Background: an optimization exercise with open tools, aiming at small area, a short achievable clock period and few clock cycles per item. Do not read the settings as production practice. In this exercise RTL edits were held to simulation tests only and were not proved equivalent to the original.

`run.sh`:
```
#!/bin/bash
# synth_recipe.tcl (not shown) runs the flow's synth.tcl, then flattens the netlist and writes it again
# the make line also repeats each setting of config.mk as NAME=value (left out here)
make -C /OpenROAD-flow-scripts/flow DESIGN_CONFIG=/design/flow/config.mk WORK_HOME=/design/flow/orfs CLKGATE_MAP_FILE= SYNTH_SCRIPT=/design/flow/synth_recipe.tcl finish
```
`config.mk`:
```
export PLATFORM = sky130hd
export DESIGN_NAME = ddc_decoder
export DESIGN_NICKNAME = ddc_decoder
export VERILOG_FILES = /design/flow/design.v
export SDC_FILE = /design/flow/constraint.sdc
export NUM_CORES = 4
export LEC_CHECK = 0
export CAP_MARGIN = 20
export CORE_MARGIN = 2
export CORE_UTILIZATION = 40
export PLACE_DENSITY = 0.6
export SLEW_MARGIN = 20
```
`constraint.sdc`:
```
create_clock -name core_clock -period 12.0 [get_ports {clk}]
set_input_delay 2.4000 -clock core_clock [delete_from_list [all_inputs] [get_ports {clk}]]
set_output_delay 2.4000 -clock core_clock [all_outputs]
set_load 0.01 [all_outputs]
```
`design.v`:
```
module ddc_bit_reader (
    input  wire        clk,
    input  wire        rst,           
    input  wire        clr,           
    input  wire [14:0] chunk_size,
    input  wire [5:0]  rd_n,          
    input  wire        rd_take,       
    output wire        rd_ok,         
    output wire [31:0] rd_val,        
    output reg         src_req,
    output reg  [15:0] src_chunk,
    output reg  [14:0] src_off,
    input  wire        src_ack,
    input  wire [7:0]  src_data
);
    reg [39:0] acc;
    reg [5:0]  cnt;
    reg        flush;      
    assign rd_ok = (cnt >= rd_n);
    wire [5:0]  pos     = cnt - rd_n;
    wire [39:0] shifted = acc >> pos;
    wire [31:0] keep    = ~(32'hFFFFFFFF << rd_n);
    assign rd_val = shifted[31:0] & keep;
    wire        got     = src_req && src_ack;
    wire        fill    = got && !flush;
    wire [5:0]  cnt_dec = cnt - (rd_take ? rd_n : 6'd0);
    wire [5:0]  cnt_nxt = cnt_dec + (fill ? 6'd8 : 6'd0);
    wire [14:0] off_inc = src_off + 15'd1;
    always @(posedge clk) begin
        if (rst) begin
            cnt       <= 6'd0;
            flush     <= 1'b0;
            src_req   <= 1'b0;
            src_chunk <= 16'd0;
            src_off   <= 15'd0;
        end else if (clr) begin
            cnt <= 6'd0;
            if (src_req && !src_ack) begin
                flush <= 1'b1;
            end else begin
                src_req   <= 1'b1;
                src_chunk <= 16'd0;
                src_off   <= 15'd0;
            end
        end else begin
            cnt <= cnt_nxt;
            if (got) begin
                flush <= 1'b0;
                if (flush) begin
                    src_chunk <= 16'd0;
                    src_off   <= 15'd0;
                end else if (off_inc == chunk_size) begin
                    src_off   <= 15'd0;
                    src_chunk <= src_chunk + 16'd1;
                end else begin
                    src_off   <= off_inc;
                end
                src_req <= flush || (cnt_nxt <= 6'd32);
            end else if (!src_req) begin
                src_req <= (cnt_nxt <= 6'd32);
            end
        end
    end
    always @(posedge clk)
        if (fill) acc <= {acc[31:0], src_data};
endmodule
module ddc_decoder (
    input  wire        clk,
    input  wire        rst,               
    input  wire [1:0]  cfg_channels,      
    input  wire [5:0]  cfg_block_bits,    
    input  wire [5:0]  cfg_bpc0,          
    input  wire [5:0]  cfg_bpc1,
    input  wire [5:0]  cfg_bpc2,
    input  wire [5:0]  cfg_bpm0,          
    input  wire [5:0]  cfg_bpm1,
    input  wire [5:0]  cfg_bpm2,
    input  wire        cfg_high_adaptive,
    input  wire [14:0] cfg_chunk_size,    
    input  wire        cmd_valid,
    input  wire [1:0]  cmd_op,            
    input  wire [31:0] cmd_count,
    output reg         busy,
    output wire        src_req,
    output wire [15:0] src_chunk,
    output wire [14:0] src_off,
    input  wire        src_ack,
    input  wire [7:0]  src_data,
    output reg         frm_valid,
    output wire [63:0] frm_data,
    input  wire        frm_ready
);
    localparam P_RUN  = 2'd0,
               P_METH = 2'd1,
               P_BASE = 2'd2,
               P_CHAN = 2'd3;
    reg [1:0]  phase;
    reg [1:0]  c;
    reg [31:0] remaining;       
    reg [31:0] run_left;        
    reg        first_frame;
    reg [5:0]  width  [0:2];
    reg [31:0] base   [0:2];
    reg        adapt  [0:2];
    reg [63:0] out_acc;
    wire cmd_acc    = cmd_valid && !busy;
    wire cmd_reset  = cmd_acc && (cmd_op == 2'd1);
    wire cmd_decode = cmd_acc && (cmd_op == 2'd2);
    assign frm_data = out_acc;
    reg [5:0] bpc_c, bpm_c;
    always @(*) begin
        case (c)
            2'd0:    begin bpc_c = cfg_bpc0; bpm_c = cfg_bpm0; end
            2'd1:    begin bpc_c = cfg_bpc1; bpm_c = cfg_bpm1; end
            default: begin bpc_c = cfg_bpc2; bpm_c = cfg_bpm2; end
        endcase
    end
    wire last_chan = ({1'b0, c} + 3'd1 >= {1'b0, cfg_channels});
    wire [5:0]  w_c     = width[c];
    wire [31:0] base_c  = base[c];
    wire        adapt_c = adapt[c];
    wire        no_read = (w_c == 6'd0) || (adapt_c && first_frame);
    reg  [5:0]  rd_n;
    always @(*) begin
        case (phase)
            P_RUN:   rd_n = cfg_block_bits;
            P_METH:  rd_n = bpm_c;
            P_BASE:  rd_n = bpc_c;
            default: rd_n = no_read ? 6'd0 : w_c;
        endcase
    end
    wire        rd_ok;
    wire [31:0] rd_val;
    wire        active = (remaining != 32'd0);
    wire        stall  = (phase == P_CHAN) && frm_valid && !frm_ready;
    wire        step   = active && rd_ok && !stall;
    ddc_bit_reader u_reader (
        .clk(clk), .rst(rst), .clr(cmd_reset),
        .chunk_size(cfg_chunk_size),
        .rd_n(rd_n), .rd_take(step), .rd_ok(rd_ok), .rd_val(rd_val),
        .src_req(src_req), .src_chunk(src_chunk), .src_off(src_off),
        .src_ack(src_ack), .src_data(src_data)
    );
    wire [6:0]  m       = rd_val[6:0];
    wire [6:0]  bpc7    = {1'b0, bpc_c};
    wire        m_const = (m == bpc7);
    wire        m_high  = (m > bpc7);
    wire [6:0]  m_minus = m - bpc7;
    wire [5:0]  m_width = m_const ? 6'd0 : m_high ? m_minus[5:0] : m[5:0];
    wire        m_adapt = !m_const && (m != 7'd0) && (m_high ? cfg_high_adaptive : !cfg_high_adaptive);
    wire [31:0] mask_w   = ~(32'hFFFFFFFF << w_c);           
    wire [31:0] mask_w1  = {1'b0, mask_w[31:1]};             
    wire [31:0] half     = mask_w ^ mask_w1;                 
    wire [31:0] mask_bpc = ~(32'hFFFFFFFF << bpc_c);
    wire [31:0] max_start = mask_bpc & ~mask_w;              
    wire        b_lo  = ((base_c & ~mask_w) == 32'd0) &&
                        (((base_c & half) == 32'd0) || ((base_c & mask_w1) == 32'd0));
    wire        b_hi  = ((base_c & mask_bpc & ~mask_w1) == (mask_bpc & ~mask_w1)) &&
                        ((base_c & mask_w1) != 32'd0);
    wire        r_top = ((rd_val & half) != 32'd0);
    wire [31:0] op    = adapt_c ? ((rd_val ^ half) | (r_top ? 32'd0 : ~mask_w)) : rd_val;
    wire [31:0] sum   = base_c + op;
    wire [31:0] value = no_read ? base_c :
                        !adapt_c ? sum :
                        b_lo ? rd_val :
                        b_hi ? (max_start | rd_val) : sum;
    wire [63:0] shifted = (c == 2'd0) ? 64'd0 : (out_acc << bpc_c);
    wire [63:0] packd   = shifted | {32'd0, value};
    always @(posedge clk) begin
        if (rst) begin
            phase       <= P_RUN;
            c           <= 2'd0;
            remaining   <= 32'd0;
            busy        <= 1'b0;
            frm_valid   <= 1'b0;
        end else begin
            if (frm_valid && frm_ready)
                frm_valid <= 1'b0;
            if (cmd_reset) begin
                phase <= P_RUN;
                c     <= 2'd0;
            end
            if (cmd_decode) begin
                remaining <= cmd_count;
                busy      <= (cmd_count != 32'd0);
            end else if (frm_valid && frm_ready && !active) begin
                busy <= 1'b0;
            end
            if (step) begin
                case (phase)
                    P_RUN: begin
                        run_left <= rd_val;
                        c        <= 2'd0;
                        phase    <= P_METH;
                    end
                    P_METH: begin
                        width[c] <= m_width;
                        adapt[c] <= m_adapt;
                        if (m_const) begin
                            base[c] <= 32'd0;
                            if (last_chan) begin
                                first_frame <= 1'b1;
                                c           <= 2'd0;
                                phase       <= P_CHAN;
                            end else begin
                                c <= c + 2'd1;
                            end
                        end else begin
                            phase <= P_BASE;
                        end
                    end
                    P_BASE: begin
                        base[c] <= rd_val;
                        phase   <= P_METH;
                        if (last_chan) begin
                            first_frame <= 1'b1;
                            c           <= 2'd0;
                            phase       <= P_CHAN;
                        end else begin
                            c <= c + 2'd1;
                        end
                    end
                    default: begin
                        if (adapt_c && !no_read)
                            base[c] <= value;
                        out_acc <= packd;
                        if (last_chan) begin
                            frm_valid   <= 1'b1;
                            remaining   <= remaining - 32'd1;
                            first_frame <= 1'b0;
                            c           <= 2'd0;
                            if (run_left == 32'd0) begin
                                phase <= P_RUN;
                            end else begin
                                run_left <= run_left - 32'd1;
                            end
                        end else begin
                            c <= c + 2'd1;
                        end
                    end
                endcase
            end
        end
    end
endmodule
```
==> summary.txt <==
Finish
  – Multi-input gate area: 17410 um^2
  – Fillers: 6856
  – Seq. cell area: 9171 um^2
  – Share of cells above drive strength 1: 9.398%
  – Final #Nets: 3647
  – Non-filler instance count after layout: 4403
  – Area delta synth->final: 17.12%
  – Finished Cell Area: 32540 um^2

Placed design
  – DP Area: 31080 um^2
  – Post-placement cell count: 4323
  – Routability congestion estimate: 1.098
  – Pre-CTS WS: 0.2620 ns
  – Port Buffers: 204
  – DP Wirelength: 86800 um

Timing
  – RSZ-0062 raised after global routing: no
  – Final Hold Fails: 0
  – Worst-Margin Slew: 1.222 ns
  – Final worst path period share: 94.18%
  – # setup viols final: 0
  – Pins Over Slew Limit: 0
  – Fmax: 88.48 MHz
  – Setup TNS: 0 ns
  – Period minus WS final: 11.30 ns
  – Fin Clk Skew: 0.02693 ns
  – Max_slew headroom: 18.00%
  – Final WS setup: 0.6978 ns

Clocking
  – Post-CTS Hold Buffers: 0
  – Clk slew on worst S/H paths: 0.06 ns
  – H-tree depth: 2
  – Clock Path Buffers: 3
  – Root Driver: clkbuf_16
  – Num CTS Buffers: 41
  – CTS tree: built
  – Sink Count: 331
  – Worst-Skew Late Latency: 0.59 ns

Worst setup path
  – CP Launch Type: input pin
  – Critical path class: input pin to flop
  – CP peak stage delay: 0.47 ns
  – Slowest cell on crit path: fa_2
  – Crit Path Max Fanout: 45
  – R2R depth: 37
  – Worst setup EP type: flop
  – Data arrival time of the worst path: 11.64 ns
  – Req. time, crit path: 12.34 ns
  – CP dominant cell by count: a21oi_1

Die
  – Die ar.: 71590 um^2
  – Vert. Die Dim: 267.6 um
  – FP Rows: 96
  – CORE AREA: 68710 um^2
  – I/O pin count: 205
  – Starting Density: 40.44%
  – Die Wd: 267.6 um

Yosys
  – Seq cells post-synth: 331
  – Post-synth net total: 3487
  – Cell variety after synth: 116
  – Register area share after synthesis: 33.00%
  – Post-synth ARST share: 0%
  – Dominant synthesized flop cell: edfxtp_1
  – Synthesized area per cell: 8.482 um^2
  – Cells after synthesis: 3276
  – Mapped Area: 27790 um^2
  – Ys Warns: 2
  – Post-synth EDFFs: 254

Worst hold path
  – Hold path depth: 0
  – Min-delay worst type: flop to flop

Global routing
  – Vias in the first global route: 25960
  – Global route total overflow: 0
  – Total track usage: 31.70%
  – Initial antenna violation count: 0
  – First-pass GRT wire length: 170700 um
  – Largest net degree at the start of global routing: 68

Drt
  – Antenna Nets Post-Route: 0
  – Vias per std cell: 6.243
  – Initial drt markers: 2943
  – Vias: 27490
  – DR DRC count: 0
  – Average wire per standard cell: 26.28 um
  – Pre-antenna DRT Iters: 9
  – Total wire length: 115700 um

Flow run
  – Max Cap Viol: 0

Outcome
  – Status: finished clean
==> Yosys cell counts, types with 12 or more instances <==
cell / number / area [um^2]
a2111oi_0: 15 / 131.4
a211oi_1: 57 / 427.9
a21o_1: 30 / 225.2
a21oi_1: 242 / 1211
a22oi_1: 24 / 180.2
a31oi_1: 24 / 150.1
and2_1: 16 / 100.1
and3_1: 33 / 206.5
buf_1: 36 / 135.1
buf_2: 41 / 205.2
clkbuf_1: 117 / 439.2
dfxtp_1: 77 / 1541
edfxtp_1: 254 / 7627
ha_1: 98 / 1226
inv_1: 77 / 289.0
mux2_2: 18 / 202.7
mux2i_1: 244 / 2442
mux4_2: 24 / 540.5
nand2_1: 446 / 1674
nand2b_1: 29 / 181.4
nand3_1: 105 / 525.5
nand4_1: 32 / 200.2
nor2_1: 310 / 1164
nor2b_1: 18 / 112.6
nor3_1: 108 / 540.5
nor4_1: 36 / 225.2
o211ai_1: 32 / 240.2
o21a_1: 28 / 210.2
o21ai_0: 187 / 935.9
o21ai_1: 32 / 160.2
o221ai_1: 17 / 148.9
o22ai_1: 19 / 118.9
o31ai_1: 12 / 90.09
o32ai_1: 19 / 166.4
or3_1: 28 / 175.2
or4_1: 14 / 105.1
xnor2_1: 70 / 613.1
xor2_1: 39 / 341.6
==> kinds of logic after synthesis <==
family,after synthesis,share of synthesized area [%]
muxes,292,11.78
xor gates and xnor gates,110,3.517
adders and majority gates,105,4.881
and+or+nand+nor,1240,20.82
buffers and inverters,302,4.665
AOI/OAI and AO/OA,896,21.34
DFF,331,33.00
==> worst max-delay path: cells and delay by family <==
kind                       cells  cell delay, ns
adders and majority gates      5            1.52
AOI/OAI and AO/OA             14            3.64
and+or+nand+nor               10            2.41
buffers and inverters          6            1.10
muxes                          2            0.52
==> final timing paths <==
kind / from / to / slack, ns
worst min register to register: u_reader.acc[0] / u_reader.acc[8] / 0.45
worst max register to register: c[1] / base[2][30] / 1.36
worst max-delay path: cfg_bpc2[0] / base[2][30] / 0.70
worst min-delay path: u_reader.acc[0] / u_reader.acc[8] / 0.45
==> layout by cell type, fill, tap and decap left out, drive strengths merged, types with 28 or more instances in the layout <==
cell / n
nor4: 41
nor2: 315
nand3: 105
nor3: 109
inv: 90
o211ai: 32
buf: 128
and3: 33
xnor2: 70
clkdlybuf4s50: 203
dfxtp: 77
nand2b: 29
a21o: 30
clkbuf: 50
ha: 98
o21ai: 223
xor2: 39
or3: 28
nand4: 34
nand2: 446
a211oi: 60
mux2i: 247
a21oi: 244
edfxtp: 254
o21a: 29
==> state kept, by name, indices dropped and copies added, names as in the netlist <==
register	flops
busy	1
u_reader.acc	40
out_acc	64
phase	2
remaining	32
u_reader.flush	1
base	96
u_reader.src_chunk	16
c	2
u_reader.src_req	1
adapt	3
first_frame	1
run_left	32
u_reader.src_off	15
width	18
frm_valid	1
u_reader.cnt	6
==> repair_timing <==
action	in CTS	in global routing
setup buffers	0	1
gates resized for setup	0	3
endpoints found under the hold margin	0	0
endpoints found under the setup margin	0	6
==> through the flow <==
step	hold slack, ns	util, %
after floorplan	0.4209	-
after global placement	0.4444	45.23
after detailed placement	0.4425	45.23
after CTS	0.4567	47.32
after global routing	0.4647	47.35
final	0.4506	47.36
==> layout make-up <==
type	instances	share of cell area (%)
Clock inverter	26	1.027
Sequential cell	331	28.18
Tap cell	931	3.580
Timing Repair Buffer	331	9.266
Antenna cell	3	0.02307
Inverter	88	1.030
Multi-Input combinational cell	2643	53.51
Clock buffer	50	3.383
==> routing by layer <==
metal | vias to the layer above | track usage, % | routed length [um]
met5 | - | 0 | 0
met1 | 13130 | 40.71 | 46810
met4 | 0 | 16.97 | 6796
met2 | 1384 | 49.71 | 51510
met3 | 362 | 6.942 | 10590
li1 | 12610 | - | -
Testbench counts, summed over its fixed seeds: cycles 99,862, frames 28,800.

## static timing again, ports no longer ideal
No port has a modelled driver above. Below, the same layout with a new extraction and two added sets of constraints.
Step 1 (the two cells are an assumption about what drives the block):
set clk [get_ports {clk}]
set_driving_cell -lib_cell sky130_fd_sc_hd__clkbuf_16 $clk
set_driving_cell -lib_cell sky130_fd_sc_hd__buf_2 [delete_from_list [all_inputs] $clk]
Step 2, shift: input delay + t, output delay - t, t = (earliest + latest rising clock arrival at the registers) / 2. This alone moves slack from input paths to output paths.
Slacks: ideal / step 1 / step 2; pairs: ideal / step 1.
shift t [ns]: 0.641
setup WS [ns]: 0.698 / 0.731 / 0.091
hold slack, ns: 0.451 / 0.451 / 0.451
worst data-port slew with drivers (ns): 0.05
cell pins on the clock port's net: 1
After both steps setup and hold are still met in this run. For this run, drivers alone change the setup slack by +0.033 ns; drivers and shift together by -0.607 ns.
